This is an optimization exercise on Yosys and OpenROAD, whose aim is small area, a short achievable clock period and few clock cycles, not a production implementation. In this exercise RTL edits were held to simulation tests only and were not proved equivalent to the original. No activity file was given, so power comes from the tool's default toggle rates.

## design/flow/design.v

```verilog
module mips_core (
    input  wire        clk,
    input  wire        rst,
    input  wire        host_cmd_valid,
    output reg         host_cmd_ready,
    input  wire [2:0]  host_cmd_op,
    input  wire [4:0]  host_cmd_idx,
    input  wire [31:0] host_cmd_data,
    output reg         host_resp_valid,
    output reg  [2:0]  host_resp_status,
    output reg  [7:0]  host_resp_code,
    output reg  [31:0] host_resp_data,
    output reg         mem_req_valid,
    input  wire        mem_req_ready,
    output reg         mem_req_we,
    output reg  [31:0] mem_req_addr,
    output reg  [31:0] mem_req_wdata,
    input  wire        mem_resp_valid,
    input  wire        mem_resp_err,
    input  wire [7:0]  mem_resp_code,
    input  wire [31:0] mem_resp_rdata
);
    localparam OP_STEP    = 3'd0;
    localparam OP_GET_REG = 3'd1;
    localparam OP_SET_REG = 3'd2;
    localparam OP_GET_PC  = 3'd3;
    localparam OP_SET_PC  = 3'd4;
    localparam ST_OK     = 3'd0;
    localparam ST_INVAL  = 3'd1;
    localparam ST_ALIGN  = 3'd2;
    localparam ST_OVF    = 3'd3;
    localparam ST_MEMERR = 3'd4;
    localparam ST_BADARG = 3'd5;
    localparam S_IDLE  = 4'd0;    
    localparam S_FREQ  = 4'd1;    
    localparam S_FWAIT = 4'd2;    
    localparam S_X     = 4'd3;    
    localparam S_DREQ  = 4'd4;    
    localparam S_DWAIT = 4'd5;    
    localparam S_RESP  = 4'd6;    
    localparam S_OK    = 4'd7;    
    localparam S_MD1   = 4'd8;    
    localparam S_MD    = 4'd9;    
    localparam S_MDF   = 4'd10;   
    localparam S_MDF2  = 4'd12;   
    localparam S_MDF3  = 4'd13;   
    localparam S_N1    = 4'd14;   
    localparam S_N2    = 4'd15;   
    localparam S_GET   = 4'd11;   
    reg [3:0]  st;
    reg [31:0] pc;
    reg [31:0] npc;
    reg [31:0] hi;
    reg [31:0] lo;
    reg [31:0] rf [1:31];
    reg        x_v;        
    reg [31:0] ir;         
    reg [31:0] opa;        
    reg [31:0] opb;        
    reg [31:0] tgt;        
    reg [4:0]  idx_q;      
    reg        wr_q;       
    reg        getreg_q;   
    reg [2:0]  status_q;
    reg [7:0]  code_q;
    reg        we_q;       
    reg        rmw_q;      
    reg        c_bimm, c_sub, c_rsum, c_rand, c_ror, c_rxor, c_rslt, c_rsltu;
    reg        c_rsh, c_rb, c_rlink, c_rhi, c_rlo, c_shl, c_sha, c_shv;
    reg        c_wb, c_dnz, c_ctl, c_jr, c_jmp, c_beq, c_bne, c_blez, c_bgtz, c_bri;
    reg        c_mthi, c_mtlo;
    reg [4:0]  c_dest;
    reg [4:0]  md_cnt;
    reg        md_div;
    reg        md_neg_q;
    reg        md_neg_r;
    function [32:0] add_ks;
        input [31:0] a;
        input [31:0] b;
        input        cin;
        reg   [31:0] g, p;
        integer d, i;
        begin
            g = a & b;
            p = a ^ b;
            g[0] = g[0] | (p[0] & cin);
            for (d = 1; d < 32; d = d * 2)
                for (i = 31; i >= d; i = i - 1) begin
                    g[i] = g[i] | (p[i] & g[i-d]);
                    p[i] = p[i] & p[i-d];
                end
            add_ks = {g[31], a ^ b ^ {g[30:0], cin}};
        end
    endfunction
    function [32:0] add_bk;
        input [31:0] a;
        input [31:0] b;
        input        cin;
        reg   [31:0] g, p;
        integer d, i;
        begin
            g = a & b;
            p = a ^ b;
            g[0] = g[0] | (p[0] & cin);
            for (d = 1; d < 32; d = d * 2)
                for (i = 2 * d - 1; i < 32; i = i + 2 * d) begin
                    g[i] = g[i] | (p[i] & g[i-d]);
                    p[i] = p[i] & p[i-d];
                end
            for (d = 16; d >= 1; d = d / 2)
                for (i = 3 * d - 1; i < 32; i = i + 2 * d) begin
                    g[i] = g[i] | (p[i] & g[i-d]);
                    p[i] = p[i] & p[i-d];
                end
            add_bk = {g[31], a ^ b ^ {g[30:0], cin}};
        end
    endfunction
    wire [31:0] x      = mem_resp_rdata;
    wire [5:0]  f_op   = x[31:26];
    wire [4:0]  f_rs   = x[25:21];
    wire [4:0]  f_rt   = x[20:16];
    wire [4:0]  f_sh   = x[10:6];
    wire [5:0]  f_fn   = x[5:0];
    wire f_special = (f_op == 6'd0);
    wire f_regimm  = (f_op == 6'd1);
    wire f_shz     = (f_sh == 5'd0);
    wire f_valid, f_fast, f_ctl, s1_ans, ds_ctl, cmd_fire;
    wire late_ok, x_ans, other_req;
    mc_hs u_hs (
        .x(x), .mem_resp_valid(mem_resp_valid), .mem_resp_err(mem_resp_err),
        .host_cmd_valid(host_cmd_valid), .host_cmd_op(host_cmd_op),
        .st_fwait(st == S_FWAIT), .st_idle(st == S_IDLE), .st_resp(st == S_RESP),
        .late_ok(late_ok), .x_ans(x_ans), .x_ctl(x_v & c_ctl), .other_req(other_req),
        .f_valid(f_valid), .f_fast(f_fast), .f_ctl(f_ctl), .s1_ans(s1_ans), .ds_ctl(ds_ctl),
        .cmd_fire(cmd_fire), .host_resp_valid(host_resp_valid_w),
        .host_cmd_ready(host_cmd_ready_w), .mem_req_valid(mem_req_valid_w)
    );
    wire host_resp_valid_w, host_cmd_ready_w, mem_req_valid_w;
    wire f_link = (f_op == 6'd3) | (f_regimm & f_rt[4]) | (f_special & f_fn == 6'h09);
    wire f_jump = (f_op == 6'd2) | (f_op == 6'd3);
    wire [4:0]  ra1    = (st == S_FWAIT) ? f_rs : idx_q;
    wire [31:0] rf_a   = (ra1 == 5'd0) ? 32'd0 : rf[ra1];
    wire [31:0] rf_b   = (f_rt == 5'd0) ? 32'd0 : rf[f_rt];
    wire        wb_en = x_v & c_wb;    
    wire [31:0] alu_res;
    wire        byp_a = wb_en & (c_dest == f_rs);
    wire        byp_b = wb_en & (c_dest == f_rt);
    wire f_sp  = f_special;
    wire [31:0] f_imm_ext = (f_op == 6'd15) ? {x[15:0], 16'd0} :
                            (f_op[5:2] == 4'b0011) ? {16'd0, x[15:0]} :
                            {{16{x[15]}}, x[15:0]};
    wire [4:0] f_dest = (f_op == 6'd3 || (f_regimm && f_rt[4])) ? 5'd31 :
                        f_sp ? x[15:11] :
                        (f_op[5:3] == 3'b001) ? f_rt : 5'd0;
    wire f_nowb = f_sp & ((f_fn == 6'h08) | (f_fn == 6'h11) | (f_fn == 6'h13));
    wire [31:0] src_a = byp_a ? alu_res : rf_a;
    wire [31:0] src_b = byp_b ? alu_res : rf_b;
    wire [5:0]  d_op   = ir[31:26];
    wire [4:0]  d_rt   = ir[20:16];
    wire [4:0]  d_sa   = tgt[10:6];
    wire [5:0]  d_fn   = tgt[5:0];
    wire d_special = (d_op == 6'd0);
    wire d_regimm  = (d_op == 6'd1);
    wire d_sll   = d_special & (d_fn == 6'h00);
    wire d_srl   = d_special & (d_fn == 6'h02);
    wire d_sra   = d_special & (d_fn == 6'h03);
    wire d_sllv  = d_special & (d_fn == 6'h04);
    wire d_srlv  = d_special & (d_fn == 6'h06);
    wire d_srav  = d_special & (d_fn == 6'h07);
    wire d_jr    = d_special & (d_fn == 6'h08);
    wire d_jalr  = d_special & (d_fn == 6'h09);
    wire d_mfhi  = d_special & (d_fn == 6'h10);
    wire d_mthi  = d_special & (d_fn == 6'h11);
    wire d_mflo  = d_special & (d_fn == 6'h12);
    wire d_mtlo  = d_special & (d_fn == 6'h13);
    wire d_mult  = d_special & (d_fn == 6'h18);
    wire d_div   = d_special & (d_fn == 6'h1A);
    wire d_divu  = d_special & (d_fn == 6'h1B);
    wire d_add   = d_special & (d_fn == 6'h20);
    wire d_addu  = d_special & (d_fn == 6'h21);
    wire d_sub   = d_special & (d_fn == 6'h22);
    wire d_subu  = d_special & (d_fn == 6'h23);
    wire d_and   = d_special & (d_fn == 6'h24);
    wire d_or    = d_special & (d_fn == 6'h25);
    wire d_xor   = d_special & (d_fn == 6'h26);
    wire d_slt   = d_special & (d_fn == 6'h2A);
    wire d_sltu  = d_special & (d_fn == 6'h2B);
    wire d_j     = d_op == 6'd2;
    wire d_jal   = d_op == 6'd3;
    wire d_beq   = d_op == 6'd4;
    wire d_bne   = d_op == 6'd5;
    wire d_blez  = d_op == 6'd6;
    wire d_bgtz  = d_op == 6'd7;
    wire d_addi  = d_op == 6'd8;
    wire d_addiu = d_op == 6'd9;
    wire d_slti  = d_op == 6'd10;
    wire d_sltiu = d_op == 6'd11;
    wire d_andi  = d_op == 6'd12;
    wire d_ori   = d_op == 6'd13;
    wire d_xori  = d_op == 6'd14;
    wire d_lui   = d_op == 6'd15;
    wire d_lb    = (d_op == 6'd32) | (d_op == 6'd36);
    wire d_lh    = d_op == 6'd33;
    wire d_lwl   = d_op == 6'd34;
    wire d_lhu   = d_op == 6'd37;
    wire d_lwr   = d_op == 6'd38;
    wire d_sb    = d_op == 6'd40;
    wire d_sh    = d_op == 6'd41;
    wire d_sw    = d_op == 6'd43;
    wire d_mem   = d_op[5];
    wire d_load  = d_op[5] & ~d_op[3];
    wire d_link  = d_jal | d_jalr | (d_regimm & d_rt[4]);
    wire d_md    = d_special & (d_fn[5:2] == 4'b0110);
    wire d_mdsgn = d_mult | d_div;
    wire d_isdiv = d_div | d_divu;
    wire [31:0] alu_b   = c_bimm ? tgt : opb;
    wire [31:0] alu_bx  = c_sub ? ~alu_b : alu_b;
    wire [31:0] sum;
    wire        sum_co;
    wire [32:0] u_alu_add_r = add_ks(opa, alu_bx, c_sub);
    assign sum = u_alu_add_r[31:0];
    assign sum_co = u_alu_add_r[32];
    wire        ovf     = (opa[31] == alu_bx[31]) & (sum[31] != opa[31]);
    wire        lt_s    = (opa[31] != alu_b[31]) ? opa[31] : sum[31];
    wire        lt_u    = ~sum_co;
    wire [31:0] ea;
    wire [31:0] ctl_npc, npc_cur, req_addr_w, resp_data_w;
    mc_front u_front (
        .opa(opa), .opb(opb), .tgt(tgt), .pc(pc), .npc(npc),
        .x_ctl(x_v & c_ctl), .c_jr(c_jr), .c_jmp(c_jmp), .c_beq(c_beq), .c_bne(c_bne),
        .c_blez(c_blez), .c_bgtz(c_bgtz), .c_bri(c_bri), .rt0(d_rt[0]),
        .a_sel_ea(((st == S_X) & ~c_ctl) | (st == S_DREQ) | ((st == S_DWAIT) & rmw_q)),
        .a_sel_pc((st == S_IDLE) | (st == S_RESP) | (st == S_FREQ)),
        .a_sel_cur(st == S_FWAIT),
        .d_sel_opb((st == S_RESP) & getreg_q), .d_sel_pc((st == S_RESP) & ~getreg_q),
        .d_sel_cur(st == S_FWAIT),
        .ea(ea), .ctl_npc(ctl_npc), .npc_cur(npc_cur),
        .mem_req_addr(req_addr_w), .host_resp_data(resp_data_w)
    );
    wire [4:0]  shift_n = c_shv ? opa[4:0] : d_sa;
    reg  [31:0] sh_in;
    reg  [31:0] sh_out;
    integer j;
    always @(*) begin
        for (j = 0; j < 32; j = j + 1) sh_in[j] = c_shl ? opb[31-j] : opb[j];
    end
    wire        sh_fill = c_sha & opb[31];
    wire [63:0] sh_wide = {{32{sh_fill}}, sh_in} >> shift_n;
    always @(*) begin
        for (j = 0; j < 32; j = j + 1) sh_out[j] = c_shl ? sh_wide[31-j] : sh_wide[j];
    end
    assign alu_res =
        ({32{c_rsum}}  & sum) |
        ({32{c_rand}}  & (opa & alu_b)) |
        ({32{c_ror}}   & (opa | alu_b)) |
        ({32{c_rxor}}  & (opa ^ alu_b)) |
        ({32{c_rslt}}  & {31'd0, lt_s}) |
        ({32{c_rsltu}} & {31'd0, lt_u}) |
        ({32{c_rsh}}   & sh_out) |
        ({32{c_rb}}    & tgt) |
        ({32{c_rhi}}   & hi) |
        ({32{c_rlo}}   & lo) |
        ({32{c_rlink}} & opb);
    wire       x_ovf  = d_add | d_sub | d_addi;
    wire        setpc_fire = cmd_fire & (host_cmd_op == OP_SET_PC);
    wire [31:0] inc_in = setpc_fire ? host_cmd_data : npc_cur;
    wire [31:0] inc4;
    wire [32:0] u_inc4_r = add_ks({{2{1'b0}}, inc_in[31:2]}, {{2{1'b0}}, 30'd0}, 1'b1);
    assign inc4[31:2] = u_inc4_r[29:0];
    assign inc4[1:0] = inc_in[1:0];
    wire [31:0] link_addr;
    wire [32:0] u_link_r = add_bk({{3{1'b0}}, pc[31:3]}, {{3{1'b0}}, 29'd0}, 1'b1);
    assign link_addr[31:3] = u_link_r[28:0];
    assign link_addr[2:0] = pc[2:0];
    wire [25:0] t_idx  = (st == S_X) ? tgt[25:0] : x[25:0];
    wire        t_jump = (st == S_X) ? (ir[31:27] == 5'b00001) : f_jump;
    wire [29:0] t_off  = {{14{t_idx[15]}}, t_idx[15:0]};
    wire [31:0] br_tgt;
    wire [32:0] u_br_r = add_bk({{2{1'b0}}, npc[31:2]}, {{2{1'b0}}, t_off}, 1'b0);
    assign br_tgt[31:2] = u_br_r[29:0];
    assign br_tgt[1:0] = npc[1:0];
    wire [31:0] f_tgt = t_jump ? {npc[31:28], t_idx, 2'b00} : br_tgt;
    wire [1:0]  k     = ea[1:0];
    wire        mis   = (d_lh | d_lhu | d_sh) & ea[0];
    wire [31:0] rdata = mem_resp_rdata;
    reg  [7:0]  ld_byte;
    always @(*) begin
        case (k)
            2'd0: ld_byte = rdata[31:24];
            2'd1: ld_byte = rdata[23:16];
            2'd2: ld_byte = rdata[15:8];
            default: ld_byte = rdata[7:0];
        endcase
    end
    wire [15:0] ld_half = k[1] ? rdata[15:0] : rdata[31:16];
    reg [31:0] lwl_val;
    reg [31:0] lwr_val;
    always @(*) begin
        case (k)
            2'd0: lwl_val = rdata;
            2'd1: lwl_val = {rdata[23:0], opb[7:0]};
            2'd2: lwl_val = {rdata[15:0], opb[15:0]};
            default: lwl_val = {rdata[7:0], opb[23:0]};
        endcase
        case (k)
            2'd0: lwr_val = {opb[31:8], rdata[31:24]};
            2'd1: lwr_val = {opb[31:16], rdata[31:16]};
            2'd2: lwr_val = {opb[31:24], rdata[31:8]};
            default: lwr_val = rdata;
        endcase
    end
    reg [31:0] load_val;
    always @(*) begin
        if (d_lb)       load_val = {24'd0, ld_byte};
        else if (d_lh)  load_val = {{16{ld_half[15]}}, ld_half};
        else if (d_lhu) load_val = {16'd0, ld_half};
        else if (d_lwl) load_val = lwl_val;
        else if (d_lwr) load_val = lwr_val;
        else            load_val = rdata;
    end
    reg [31:0] store_merge;
    always @(*) begin
        store_merge = rdata;
        if (d_sb) begin
            case (k)
                2'd0: store_merge[31:24] = opb[7:0];
                2'd1: store_merge[23:16] = opb[7:0];
                2'd2: store_merge[15:8]  = opb[7:0];
                default: store_merge[7:0] = opb[7:0];
            endcase
        end else begin
            if (k[1]) store_merge[15:0]  = opb[15:0];
            else      store_merge[31:16] = opb[15:0];
        end
    end
    wire        a_neg  = d_mdsgn & opa[31];
    wire        b_neg  = d_mdsgn & opb[31];
    function [5:0] clz32;
        input [31:0] v;
        integer n;
        begin
            clz32 = 6'd32;
            for (n = 0; n < 32; n = n + 1)
                if (v[n]) clz32 = 6'd31 - n[5:0];
        end
    endfunction
    wire [5:0]  za      = clz32(opa);
    wire [5:0]  zb      = clz32(opb);
    wire [5:0]  dz      = zb - za;
    wire        q_zero  = zb < za;
    wire [31:0] b_align = opb << dz[4:0];
    wire        dv_ge   = sum_co;               
    wire [31:0] dv_rem  = dv_ge ? sum : opa;
    wire [32:0] ml_x  = {1'b0, hi};
    wire [32:0] ml_y  = lo[0] ? {1'b0, opb} : 33'd0;
    wire [32:0] ml_z  = lo[1] ? {opb, 1'b0} : 33'd0;
    wire [32:0] ml_cs = ml_x ^ ml_y ^ ml_z;
    wire [32:0] ml_cc = (ml_x & ml_y) | (ml_x & ml_z) | (ml_y & ml_z);
    wire [33:0] ml_sum;
    wire [32:0] u_ml_r = add_bk(ml_cs[32:1], ml_cc[31:0], 1'b0);
    assign ml_sum = {u_ml_r, ml_cs[0]};
    wire [31:0] md_hi_n = md_div ? dv_rem : ml_sum[33:2];
    wire [31:0] md_lo_n = md_div ? {lo[30:0], dv_ge} : {ml_sum[1:0], lo[31:2]};
    wire        md_fix  = md_neg_q | md_neg_r;
    wire        md_last = (md_cnt == 5'd0);
    wire fw_resp = (st == S_FWAIT) & mem_resp_valid;
    wire fw_ok   = fw_resp & ~mem_resp_err;
    wire dw_resp = (st == S_DWAIT) & mem_resp_valid;
    wire dw_ok   = dw_resp & ~mem_resp_err;
    assign x_ans   = (st == S_X) & c_ctl;       
    assign late_ok = (dw_ok & ~rmw_q) | (st == S_OK) |
                     ((st == S_MD) & md_last & ~md_fix) | (st == S_MDF3);
    wire x_dreq   = (st == S_X) & d_mem & ~mis;
    wire rmw_wreq = dw_ok & rmw_q;
    assign other_req = (st == S_FREQ) | (st == S_DREQ) | x_dreq | rmw_wreq;
    always @(*) begin
        host_cmd_ready   = host_cmd_ready_w;
        host_resp_valid  = host_resp_valid_w;
        host_resp_status = (st == S_RESP) ? status_q : ST_OK;
        host_resp_code   = code_q;
        host_resp_data   = resp_data_w;
        mem_req_valid    = mem_req_valid_w;
        mem_req_we       = ((st == S_X) & d_sw) | ((st == S_DREQ) & we_q) | ((st == S_DWAIT) & rmw_q);
        mem_req_addr     = req_addr_w;
        mem_req_wdata    = (st == S_DWAIT) ? store_merge : opb;
    end
    reg        rf_we;
    reg [4:0]  rf_wa;
    reg [31:0] rf_wd;
    always @(*) begin
        rf_we = wb_en;
        rf_wa = c_dest;
        rf_wd = alu_res;
        if (st == S_OK) begin
            rf_we = wr_q;
            rf_wd = tgt;
        end else if (st == S_DWAIT) begin
            rf_we = dw_ok & ~rmw_q & d_load & (d_rt != 5'd0);
            rf_wa = d_rt;
            rf_wd = load_val;
        end else if (st == S_RESP) begin
            rf_we = wr_q;
            rf_wa = idx_q;
            rf_wd = opb;
        end
    end
    wire [31:0] rf_d = rst ? 32'd0 : rf_wd;
    genvar gi;
    generate
        for (gi = 1; gi < 32; gi = gi + 1) begin : g_rf
            always @(posedge clk)
                if (rst | (rf_we & (rf_wa == gi))) rf[gi] <= rf_d;
        end
    endgenerate
    always @(posedge clk) begin
        if (rst) begin
            st       <= S_IDLE;
            pc       <= 32'd0;
            npc      <= 32'd0;
            hi       <= 32'd0;
            lo       <= 32'd0;
            x_v      <= 1'b0;
            ir       <= 32'd0;
            idx_q    <= 5'd0;
            wr_q     <= 1'b0;
            getreg_q <= 1'b0;
            status_q <= 3'd0;
            code_q   <= 8'd0;
            we_q     <= 1'b0;
            rmw_q    <= 1'b0;
            md_cnt   <= 5'd0;
            md_div   <= 1'b0;
            md_neg_q <= 1'b0;
            md_neg_r <= 1'b0;
        end else begin
            x_v <= 1'b0;
            if (x_v) begin
                if (c_ctl) npc <= ctl_npc;
                if (c_mthi) hi <= opa;
                if (c_mtlo) lo <= opa;
            end
            if (late_ok) begin
                pc  <= npc;
                npc <= inc4;
            end
            case (st)
                S_RESP, S_OK: st <= S_IDLE;
                S_FREQ: begin
                    if (mem_req_ready) st <= S_FWAIT;
                end
                S_FWAIT: begin
                    if (fw_resp) begin
                        ir  <= x;
                        opa <= src_a;
                        opb <= f_link ? link_addr : src_b;
                        tgt <= ds_ctl ? {6'd0, x[25:0]} : f_ctl ? f_tgt : f_imm_ext;
                        c_bimm  <= ~f_sp;
                        c_sub   <= (f_sp & ((f_fn == 6'h22) | (f_fn == 6'h23) | (f_fn == 6'h2A) | (f_fn == 6'h2B))) |
                                   (f_op == 6'd10) | (f_op == 6'd11) |
                                   (f_sp & (f_fn[5:2] == 4'b0110));
                        c_rsum  <= (f_sp & (f_fn[5:2] == 4'b1000)) | (f_op == 6'd8) | (f_op == 6'd9);
                        c_rand  <= (f_sp & (f_fn == 6'h24)) | (f_op == 6'd12);
                        c_ror   <= (f_sp & (f_fn == 6'h25)) | (f_op == 6'd13);
                        c_rxor  <= (f_sp & (f_fn == 6'h26)) | (f_op == 6'd14);
                        c_rslt  <= (f_sp & (f_fn == 6'h2A)) | (f_op == 6'd10);
                        c_rsltu <= (f_sp & (f_fn == 6'h2B)) | (f_op == 6'd11);
                        c_rsh   <= f_sp & (f_fn[5:3] == 3'b000) & (f_fn[1:0] != 2'b01);
                        c_rb    <= (f_op == 6'd15);
                        c_rlink <= f_link;
                        c_rhi   <= f_sp & (f_fn == 6'h10);
                        c_rlo   <= f_sp & (f_fn == 6'h12);
                        c_shl   <= (f_fn[1:0] == 2'b00);
                        c_sha   <= (f_fn[1:0] == 2'b11);
                        c_shv   <= f_fn[2];
                        c_dest  <= f_dest;
                        c_dnz   <= (f_dest != 5'd0);
                        c_wb    <= ~f_nowb & (f_dest != 5'd0);
                        c_ctl   <= f_ctl;
                        c_jr    <= f_sp & (f_fn[5:1] == 5'b00100);
                        c_jmp   <= (f_op == 6'd2) | (f_op == 6'd3);
                        c_beq   <= (f_op == 6'd4);
                        c_bne   <= (f_op == 6'd5);
                        c_blez  <= (f_op == 6'd6);
                        c_bgtz  <= (f_op == 6'd7);
                        c_bri   <= f_regimm;
                        c_mthi  <= f_sp & (f_fn == 6'h11);
                        c_mtlo  <= f_sp & (f_fn == 6'h13);
                        getreg_q <= 1'b0;
                        wr_q     <= 1'b0;
                        if (mem_resp_err) begin
                            status_q <= ST_MEMERR;
                            code_q   <= mem_resp_code;
                            st       <= S_RESP;
                        end else if (!f_valid) begin
                            status_q <= ST_INVAL;
                            st       <= S_RESP;
                        end else if (f_fast & ~ds_ctl) begin
                            x_v <= 1'b1;
                            pc  <= npc_cur;
                            npc <= inc4;
                            st  <= S_IDLE;
                        end else begin
                            st  <= S_X;
                        end
                    end
                end
                S_X: begin
                    we_q  <= d_sw;
                    rmw_q <= d_sb | d_sh;
                    wr_q <= 1'b0;
                    if (c_ctl) begin
                        tgt <= f_tgt;
                        x_v <= 1'b1;
                        pc  <= npc;
                        npc <= inc4;
                        st  <= S_IDLE;
                    end else if (x_ovf) begin
                        status_q <= ST_OVF;
                        tgt      <= sum;
                        wr_q     <= ~ovf & c_dnz;
                        st       <= ovf ? S_RESP : S_OK;
                    end else if (d_mem) begin
                        if (mis) begin
                            status_q <= ST_ALIGN;
                            st       <= S_RESP;
                        end else begin
                            st <= mem_req_ready ? S_DWAIT : S_DREQ;
                        end
                    end else begin
                        md_div   <= d_isdiv;
                        md_neg_q <= a_neg ^ b_neg;
                        md_neg_r <= a_neg;
                        md_cnt   <= 5'd15;
                        if (d_isdiv && opb == 32'd0) begin
                            hi       <= 32'd0;
                            lo       <= 32'd0;
                            status_q <= ST_INVAL;
                            st       <= d_divu ? S_RESP : S_OK;
                        end else if (d_divu) begin
                            hi     <= opa;
                            lo     <= 32'd0;
                            opb    <= b_align;
                            md_cnt <= dz[4:0];
                            st     <= q_zero ? S_OK : S_MD;
                        end else if (d_mdsgn) begin
                            hi     <= 32'd0;
                            tgt    <= opa;
                            opa    <= 32'd0;
                            c_bimm <= 1'b1;
                            st     <= S_N1;
                        end else begin
                            hi  <= 32'd0;
                            lo  <= opa;
                            st  <= S_MD;
                        end
                    end
                end
                S_DREQ: begin
                    if (mem_req_ready) st <= S_DWAIT;
                end
                S_DWAIT: begin
                    if (dw_resp) begin
                        if (mem_resp_err) begin
                            status_q <= ST_MEMERR;
                            code_q   <= mem_resp_code;
                            st       <= S_RESP;
                        end else if (rmw_q) begin
                            opb   <= store_merge;
                            we_q  <= 1'b1;
                            rmw_q <= 1'b0;
                            st    <= mem_req_ready ? S_DWAIT : S_DREQ;
                        end else begin
                            st <= S_IDLE;
                        end
                    end
                end
                S_GET: begin
                    opb <= rf_a;
                    st  <= S_RESP;
                end
                S_N1: begin
                    lo     <= md_neg_r ? sum : tgt;
                    c_bimm <= 1'b0;
                    st     <= S_N2;
                end
                S_N2: begin
                    if (md_neg_q ^ md_neg_r) opb <= sum;
                    opa <= lo;
                    st  <= md_div ? S_MD1 : S_MD;
                end
                S_MD1: begin
                    hi     <= opa;
                    lo     <= 32'd0;
                    opb    <= b_align;
                    md_cnt <= dz[4:0];
                    st     <= q_zero ? (md_fix ? S_MDF : S_OK) : S_MD;
                end
                S_MD: begin
                    hi     <= md_hi_n;
                    lo     <= md_lo_n;
                    if (md_div) begin
                        opa <= dv_rem;
                        opb <= {1'b0, opb[31:1]};
                    end
                    md_cnt <= md_cnt - 5'd1;
                    if (md_last) st <= md_fix ? S_MDF : S_IDLE;
                end
                S_MDF: begin
                    opa    <= 32'd0;
                    opb    <= lo;
                    tgt    <= hi;
                    c_bimm <= 1'b0;
                    st     <= S_MDF2;
                end
                S_MDF2: begin
                    if (md_neg_q) lo <= sum;
                    opa    <= {32{~md_div & (opb != 32'd0)}};
                    c_bimm <= 1'b1;
                    st     <= S_MDF3;
                end
                S_MDF3: begin
                    if (md_div ? md_neg_r : md_neg_q) hi <= sum;
                    st <= S_IDLE;
                end
                default: ;
            endcase
            if (cmd_fire) begin
                getreg_q <= host_cmd_op == OP_GET_REG;
                wr_q     <= (host_cmd_op == OP_SET_REG) && host_cmd_idx != 5'd0;
                idx_q    <= host_cmd_idx;
                status_q <= (host_cmd_op > OP_SET_PC) ? ST_BADARG : ST_OK;
                if (host_cmd_op == OP_STEP) begin
                    st <= mem_req_ready ? S_FWAIT : S_FREQ;
                end else begin
                    opb <= host_cmd_data;
                    st  <= (host_cmd_op == OP_GET_REG) ? S_GET : S_RESP;
                end
                if (setpc_fire) begin
                    pc  <= host_cmd_data;
                    npc <= inc4;
                end
            end
        end
    end
endmodule
module mc_hs (
    input  wire [31:0] x,
    input  wire        mem_resp_valid,
    input  wire        mem_resp_err,
    input  wire        host_cmd_valid,
    input  wire [2:0]  host_cmd_op,
    input  wire        st_fwait,
    input  wire        st_idle,
    input  wire        st_resp,
    input  wire        late_ok,
    input  wire        x_ans,
    input  wire        x_ctl,
    input  wire        other_req,
    output reg         f_valid,
    output reg         f_fast,
    output wire        f_ctl,
    output wire        s1_ans,
    output wire        ds_ctl,
    output wire        cmd_fire,
    output wire        host_resp_valid,
    output wire        host_cmd_ready,
    output wire        mem_req_valid
);
    wire [5:0] f_op = x[31:26];
    wire [4:0] f_rt = x[20:16];
    wire [5:0] f_fn = x[5:0];
    wire       f_shz = (x[10:6] == 5'd0);
    wire       f_sp  = (f_op == 6'd0);
    reg  f_sp_ok, f_sp_fast;
    always @(*) begin
        f_sp_ok = 1'b0;
        f_sp_fast = 1'b0;
        case (f_fn)
            6'h00, 6'h02, 6'h03: begin f_sp_ok = 1'b1; f_sp_fast = 1'b1; end
            6'h04, 6'h06, 6'h07, 6'h08, 6'h09, 6'h10, 6'h11, 6'h12, 6'h13,
            6'h21, 6'h23, 6'h24, 6'h25, 6'h26, 6'h2A, 6'h2B:
                begin f_sp_ok = f_shz; f_sp_fast = f_shz; end
            6'h18, 6'h19, 6'h1A, 6'h1B, 6'h20, 6'h22:
                f_sp_ok = f_shz;
            default: ;
        endcase
    end
    wire f_ri_ok = (f_rt == 5'd0) | (f_rt == 5'd1) | (f_rt == 5'd16) | (f_rt == 5'd17);
    always @(*) begin
        case (f_op)
            6'd0:  begin f_valid = f_sp_ok; f_fast = f_sp_fast; end
            6'd1:  begin f_valid = f_ri_ok; f_fast = f_ri_ok; end
            6'd2, 6'd3, 6'd4, 6'd5, 6'd6, 6'd7, 6'd9, 6'd10, 6'd11, 6'd12, 6'd13, 6'd14, 6'd15:
                   begin f_valid = 1'b1; f_fast = 1'b1; end
            6'd8, 6'd32, 6'd33, 6'd34, 6'd35, 6'd36, 6'd37, 6'd38, 6'd40, 6'd41, 6'd43:
                   begin f_valid = 1'b1; f_fast = 1'b0; end
            default: begin f_valid = 1'b0; f_fast = 1'b0; end
        endcase
    end
    assign f_ctl  = (f_sp & (f_fn[5:1] == 5'b00100)) | (f_op == 6'd1) |
                    (f_op[5:3] == 3'b000 && f_op[2:1] != 2'b00);
    assign ds_ctl = x_ctl & f_ctl;
    assign s1_ans = st_fwait & mem_resp_valid & ~mem_resp_err & f_fast & ~ds_ctl;
    wire   is_step = (host_cmd_op == 3'd0);
    assign host_cmd_ready  = st_idle | st_resp | late_ok | ((s1_ans | x_ans) & is_step);
    assign host_resp_valid = s1_ans | x_ans | late_ok | st_resp;
    assign cmd_fire        = host_cmd_valid & host_cmd_ready;
    assign mem_req_valid   = (cmd_fire & is_step) | other_req;
endmodule
module mc_front (
    input  wire [31:0] opa,
    input  wire [31:0] opb,
    input  wire [31:0] tgt,
    input  wire [31:0] pc,
    input  wire [31:0] npc,
    input  wire        x_ctl,       
    input  wire        c_jr,
    input  wire        c_jmp,
    input  wire        c_beq,
    input  wire        c_bne,
    input  wire        c_blez,
    input  wire        c_bgtz,
    input  wire        c_bri,
    input  wire        rt0,
    input  wire        a_sel_ea,
    input  wire        a_sel_pc,
    input  wire        a_sel_cur,
    input  wire        d_sel_opb,
    input  wire        d_sel_pc,
    input  wire        d_sel_cur,
    output wire [31:0] ea,
    output wire [31:0] ctl_npc,
    output wire [31:0] npc_cur,
    output wire [31:0] mem_req_addr,
    output wire [31:0] host_resp_data
);
    reg [31:0] g, p;
    integer d, i;
    always @(*) begin
        g = opa & tgt;
        p = opa ^ tgt;
        for (d = 1; d < 32; d = d * 2)
            for (i = 31; i >= d; i = i - 1) begin
                g[i] = g[i] | (p[i] & g[i-d]);
                p[i] = p[i] & p[i-d];
            end
    end
    assign ea = opa ^ tgt ^ {g[30:0], 1'b0};
    wire a_zero   = (opa == 32'd0);
    wire a_eq_b   = (opa == opb);
    wire br_taken = (c_beq  & a_eq_b) |
                    (c_bne  & ~a_eq_b) |
                    (c_blez & (opa[31] | a_zero)) |
                    (c_bgtz & ~(opa[31] | a_zero)) |
                    (c_bri  & (opa[31] ^ rt0));
    assign ctl_npc = c_jr ? opa : (br_taken | c_jmp) ? tgt : npc;
    assign npc_cur = x_ctl ? ctl_npc : npc;
    assign mem_req_addr = a_sel_ea  ? {ea[31:2], 2'b00} :
                          a_sel_pc  ? pc :
                          a_sel_cur ? npc_cur : npc;
    assign host_resp_data = d_sel_opb ? opb :
                            d_sel_pc  ? pc :
                            d_sel_cur ? npc_cur : npc;
endmodule
```

## design/flow/config.mk

```make
export PLATFORM = sky130hd
export DESIGN_NAME = mips_core
export DESIGN_NICKNAME = mips_core
export VERILOG_FILES = /design/flow/design.v
export SDC_FILE = /design/flow/constraint.sdc
export NUM_CORES = 8
export LEC_CHECK = 0
export CAP_MARGIN = 30
export CORE_MARGIN = 2
export CORE_UTILIZATION = 30
export SETUP_SLACK_MARGIN = 5
export SLEW_MARGIN = 30
export SYNTH_HIERARCHICAL = 1
export SYNTH_MINIMUM_KEEP_SIZE = 0
export TNS_END_PERCENT = 0
```

## design/flow/run.sh

```bash
#!/bin/bash
# synth_recipe.tcl (not shown) runs the flow's synth.tcl, then flattens the netlist and writes it again
# the make line also repeats each setting of config.mk as NAME=value (left out here)
make -C /OpenROAD-flow-scripts/flow DESIGN_CONFIG=/design/flow/config.mk WORK_HOME=/design/flow/orfs CLKGATE_MAP_FILE= SYNTH_SCRIPT=/design/flow/synth_recipe.tcl finish
```

## design/flow/constraint.sdc

```tcl
create_clock -name core_clock -period 11.0 [get_ports {clk}]
set_input_delay 2.2000 -clock core_clock [delete_from_list [all_inputs] [get_ports {clk}]]
set_output_delay 2.2000 -clock core_clock [all_outputs]
set_load 0.01 [all_outputs]
```

==> summary.txt <==
[power by group through the flow]
stage	clock, W	sequential (W)	combinational [W]
after floorplan	0	0.00759	0.00836
after global placement	0	0.00800	0.0169
after detailed placement	0	0.00801	0.0170
after CTS	0.00549	0.00787	0.0175
after global routing	0.00566	0.00799	0.0191
final	0.00555	0.00796	0.0192
[what timing repair did]
action	4_1_cts	5_1_grt
setup endpoints to repair	1027	1050
resized for setup	439	133
buffers inserted	75	49
hold endpoints to repair	0	0
cloned	13	2
pin swaps	48	36
[sequential cells by signal, summed over array words and instances (netlist names), 8 cells and up]
| signal | cells |
|---|---|
| rf | 992 |
| ir | 11 |
| pc | 32 |
| opa | 32 |
| lo | 32 |
| code_q | 8 |
| opb | 32 |
| tgt | 32 |
| npc | 32 |
| hi | 32 |
[through the flow]
step / util, % / hold slack [ns]
2_1_floorplan: - / 0.427
3_3_place_gp: 33.2 / 0.440
3_5_place_dp: 33.3 / 0.441
4_1_cts: 35.7 / 0.448
5_1_grt: 36.1 / 0.484
6_report: 36.2 / 0.445
[layout make-up]
class                      instances  area share, %
antenna                           67          0.158
clock buffer                     201           4.11
clock inverter                    79          0.777
inverter                         166          0.624
multi-input combinational       6803           47.3
sequential                      1293           35.0
tap                             3919           4.62
timing repair buffer             901           7.41
[routing by layer]
layer  wire length, um  vias up  global-route usage [%]
li1                  -    36300                       -
met1            221000    48600                    48.1
met2            263000    10800                    59.1
met3            103000     3490                    19.3
met4             76600       38                    38.9
met5               405        -                   0.158
[worst min-delay path, cell delays in order (launching register included)]
cell                      delay [ns]
sky130_fd_sc_hd__dfxtp_1        0.30
sky130_fd_sc_hd__nand2_1        0.05
sky130_fd_sc_hd__a21oi_1        0.05
[worst max path at each step]
stage                  startpoint                  to  slack (ns)
5_1_grt                    opa[8]  host_resp_data[26]        4.37
6_report       mem_resp_rdata[25]              opa[1]        4.24
2_1_floorplan        mem_resp_err             npc[24]        4.41
3_5_place_dp    mem_resp_rdata[1]             npc[24]        2.40
4_1_cts                   opa[31]     mem_req_addr[7]        4.40
3_3_place_gp    mem_resp_rdata[1]             npc[24]        2.17
==> report_table.html <==
<table>
<tr><th>Metric</th><th>Value</th></tr>
<tr><th colspan="2">STA</th></tr>
<tr><td>Time the worst path needs with I/O delays and setup</td><td>6.76 ns</td></tr>
<tr><td>Count of endpoints failing setup in the final report</td><td>0</td></tr>
<tr><td>Unrepaired setup endpoints after global routing</td><td>true</td></tr>
<tr><td>Transition time at the pin with the least slew margin</td><td>1.23 ns</td></tr>
<tr><td>Post-route setup slack</td><td>4.24 ns</td></tr>
<tr><td>Fmax achieved</td><td>148 MHz</td></tr>
<tr><td>Count of endpoints failing hold in the final timing report</td><td>0</td></tr>
<tr><td>Clk_skew</td><td>0.106 ns</td></tr>
<tr><td>Final clock period utilization by the worst path</td><td>61.5%</td></tr>
<tr><td>Worst relative slew slack</td><td>17.5%</td></tr>
<tr><td>Setup TNS after final layout</td><td>0 ns</td></tr>
<tr><td>Final Slew Violations</td><td>0</td></tr>
<tr><th colspan="2">Clock tree</th></tr>
<tr><td>Post-CTS clock slew at the launch and capture registers of the worst setup and hold paths</td><td>0.07 ns</td></tr>
<tr><td>Clock root buffer</td><td>sky130_fd_sc_hd__clkbuf_16</td></tr>
<tr><td>Clock Path Buffers</td><td>4</td></tr>
<tr><td>Clock tree sinks</td><td>1293</td></tr>
<tr><td>Clock latency at the later pin of the worst-skew pair</td><td>0.90 ns</td></tr>
<tr><td>CTS tree</td><td>done</td></tr>
<tr><td>H-tree lvl count</td><td>4</td></tr>
<tr><td>Number of buffers inserted by hold repair at cts</td><td>0</td></tr>
<tr><td>Inserted Clock Buffers</td><td>162</td></tr>
<tr><th colspan="2">Layout</th></tr>
<tr><td>Fraction of layout cells with a size suffix above 1</td><td>17.7%</td></tr>
<tr><td>Top library cells by usage in the layout, fill and taps aside</td><td>sky130_fd_sc_hd__edfxtp_1, sky130_fd_sc_hd__nand2_1, sky130_fd_sc_hd__a22oi_1</td></tr>
<tr><td>Final non-filler cell total</td><td>13400</td></tr>
<tr><td>Area used by multi-input combinational logic</td><td>50200 sq um</td></tr>
<tr><td>Register cell area after layout</td><td>37100 sq um</td></tr>
<tr><td>Count of filler cells inserted in the layout</td><td>29500</td></tr>
<tr><td>Final design area excluding fillers</td><td>106000 sq um</td></tr>
<tr><td>Nets</td><td>9687</td></tr>
<tr><td>Leading cell type in the layout, fill and taps excluded</td><td>sky130_fd_sc_hd__edfxtp_1</td></tr>
<tr><td>Layout Area Growth over Synthesis</td><td>20.1%</td></tr>
<tr><th colspan="2">Place</th></tr>
<tr><td>Inst Count DP</td><td>12900</td></tr>
<tr><td>Post-placement setup slack</td><td>2.40 ns</td></tr>
<tr><td>Routability congestion estimate</td><td>1.14</td></tr>
<tr><td>Placed inst area</td><td>97700 sq um</td></tr>
<tr><td>HPWL after DPL</td><td>443000 um</td></tr>
<tr><td>Number of input and output port buffers inserted</td><td>196</td></tr>
<tr><th colspan="2">Floorplanning</th></tr>
<tr><td>Width of the die</td><td>547 um</td></tr>
<tr><td>Vert. Die Dim</td><td>547 um</td></tr>
<tr><td>Io pins</td><td>197</td></tr>
<tr><td>Initial core utilization</td><td>30.1%</td></tr>
<tr><td>Rows</td><td>199</td></tr>
<tr><td>Core Footprint</td><td>293000 sq um</td></tr>
<tr><td>Total die area</td><td>299000 sq um</td></tr>
<tr><th colspan="2">Worst hold path</th></tr>
<tr><td>Terminating pin of the worst hold path</td><td>status_q[0]</td></tr>
<tr><td>Class of the tightest hold or removal check</td><td>flop to flop</td></tr>
<tr><td>Hold Path Origin</td><td>status_q[0]</td></tr>
<tr><td>Depth of the worst hold-timing path</td><td>2</td></tr>
<tr><th colspan="2">Global routing</th></tr>
<tr><td>Total grt overflow</td><td>0</td></tr>
<tr><td>GRT Util Overall</td><td>42.4%</td></tr>
<tr><td>Wire length of the first global-routing pass</td><td>862000 um</td></tr>
<tr><td>Vias in the first global route</td><td>90900</td></tr>
<tr><td>Pin count of the biggest net entering global routing</td><td>104</td></tr>
<tr><td>Antenna violations before repair</td><td>102</td></tr>
<tr><th colspan="2">Route</th></tr>
<tr><td>Antenna-violating nets left</td><td>0</td></tr>
<tr><td>Number of DRC violations after detailed routing</td><td>0</td></tr>
<tr><td>Vias per Instance</td><td>7.39</td></tr>
<tr><td>WL final</td><td>664000 um</td></tr>
<tr><td>WL per Instance</td><td>49.5 um</td></tr>
<tr><td>Violation count after the first detailed-routing iteration</td><td>22200</td></tr>
<tr><td>Via count</td><td>99300</td></tr>
<tr><td>DRT Pass-1 Iters</td><td>11</td></tr>
<tr><th colspan="2">Yosys</th></tr>
<tr><td>Synthesized net count</td><td>9447</td></tr>
<tr><td>Gate count after technology mapping</td><td>9087</td></tr>
<tr><td>Combined area of all synthesized cells</td><td>88300 sq um</td></tr>
<tr><td>Synthesis warning total</td><td>42</td></tr>
<tr><td>Post-Synthesis Mean Instance Area</td><td>9.72 sq um</td></tr>
<tr><th colspan="2">Critical path</th></tr>
<tr><td>Reg-to-Reg Start</td><td>opa[6]</td></tr>
<tr><td>Required time of the critical path</td><td>11.64 ns</td></tr>
<tr><td>Critical path buffers and inverters</td><td>3</td></tr>
<tr><td>Crit path max-delay cell type</td><td>sky130_fd_sc_hd__and2_2</td></tr>
<tr><td>Highest cell delay on the worst timing path</td><td>0.95 ns</td></tr>
<tr><td>Cell count along the critical path</td><td>12</td></tr>
<tr><td>Class of the most critical setup path</td><td>input port to flop</td></tr>
<tr><td>Setup slack on the worst flop-to-flop path</td><td>4.28 ns</td></tr>
<tr><td>Crit path launch type</td><td>input port</td></tr>
<tr><td>Worst reg2reg path depth</td><td>20</td></tr>
<tr><td>Cell Chain, Critical Path</td><td>clkdlybuf4s50_1, buf_6, nand4b_1, mux2i_1, and2_2, buf_4, a22oi_1, nand4_1, nor3_1, a21oi_1, mux2i_1, a22oi_1</td></tr>
<tr><td>Worst reg2reg path endpoint</td><td>opb[22]</td></tr>
<tr><td>Worst Path Arrival</td><td>7.41 ns</td></tr>
<tr><td>Largest delay share family, worst path</td><td>compound AO/OA/AOI/OAI gates</td></tr>
<tr><td>Type of element capturing the critical path</td><td>flop</td></tr>
<tr><td>Largest fanout on the critical path</td><td>25</td></tr>
<tr><th colspan="2">Power</th></tr>
<tr><td>Worst VDD drop</td><td>0.000197 V</td></tr>
<tr><td>Comb power frac</td><td>58.7%</td></tr>
<tr><td>Switching power</td><td>0.0171 W</td></tr>
<tr><td>Clock power share</td><td>17.0%</td></tr>
<tr><td>Switching portion of total power</td><td>52.4%</td></tr>
<tr><td>Leak pwr</td><td>38.6 nW</td></tr>
<tr><td>Cell internal power dissipation</td><td>0.0156 W</td></tr>
<tr><td>Proportion of power drawn by flip-flops and latches</td><td>24.3%</td></tr>
<tr><td>Total power</td><td>0.0327 W</td></tr>
<tr><td>Power per cell area</td><td>309 nW/um^2</td></tr>
<tr><th colspan="2">Status</th></tr>
<tr><td>Status</td><td>timing/DRC/antenna clean</td></tr>
<tr><th colspan="2">Run</th></tr>
<tr><td>Number of violations of the max-capacitance limit</td><td>0</td></tr>
</table>
Testbench counts, summed over its fixed seeds: cycles 73,516.

## port drivers added, routing unchanged
Ports are ideal in the flow. The routed layout listed here was re-timed in OpenROAD. Step 1 assumes that a clkbuf_16 drives the clock port and a buf_2 every other input. Step 2 moves the port delays by t, midway between the first and last clock arrival at a register: inputs arrive t later, outputs are due t later. That takes back most of the time a late clock gives input paths. Three values: no drivers, after step 1, after step 2; two values: the first two.
t (ns): 0.963
setup slack, ns: 4.235 / 4.170 / 3.357
slew at the worst register clock pin (ns): 0.07 / 0.07
worst data-port slew with drivers (ns): 0.10
pins driven straight from the clock port: 1
After both steps setup and hold are still met in this run. The setup slack of this run moves by -0.065 ns with the drivers and by -0.878 ns with both steps.
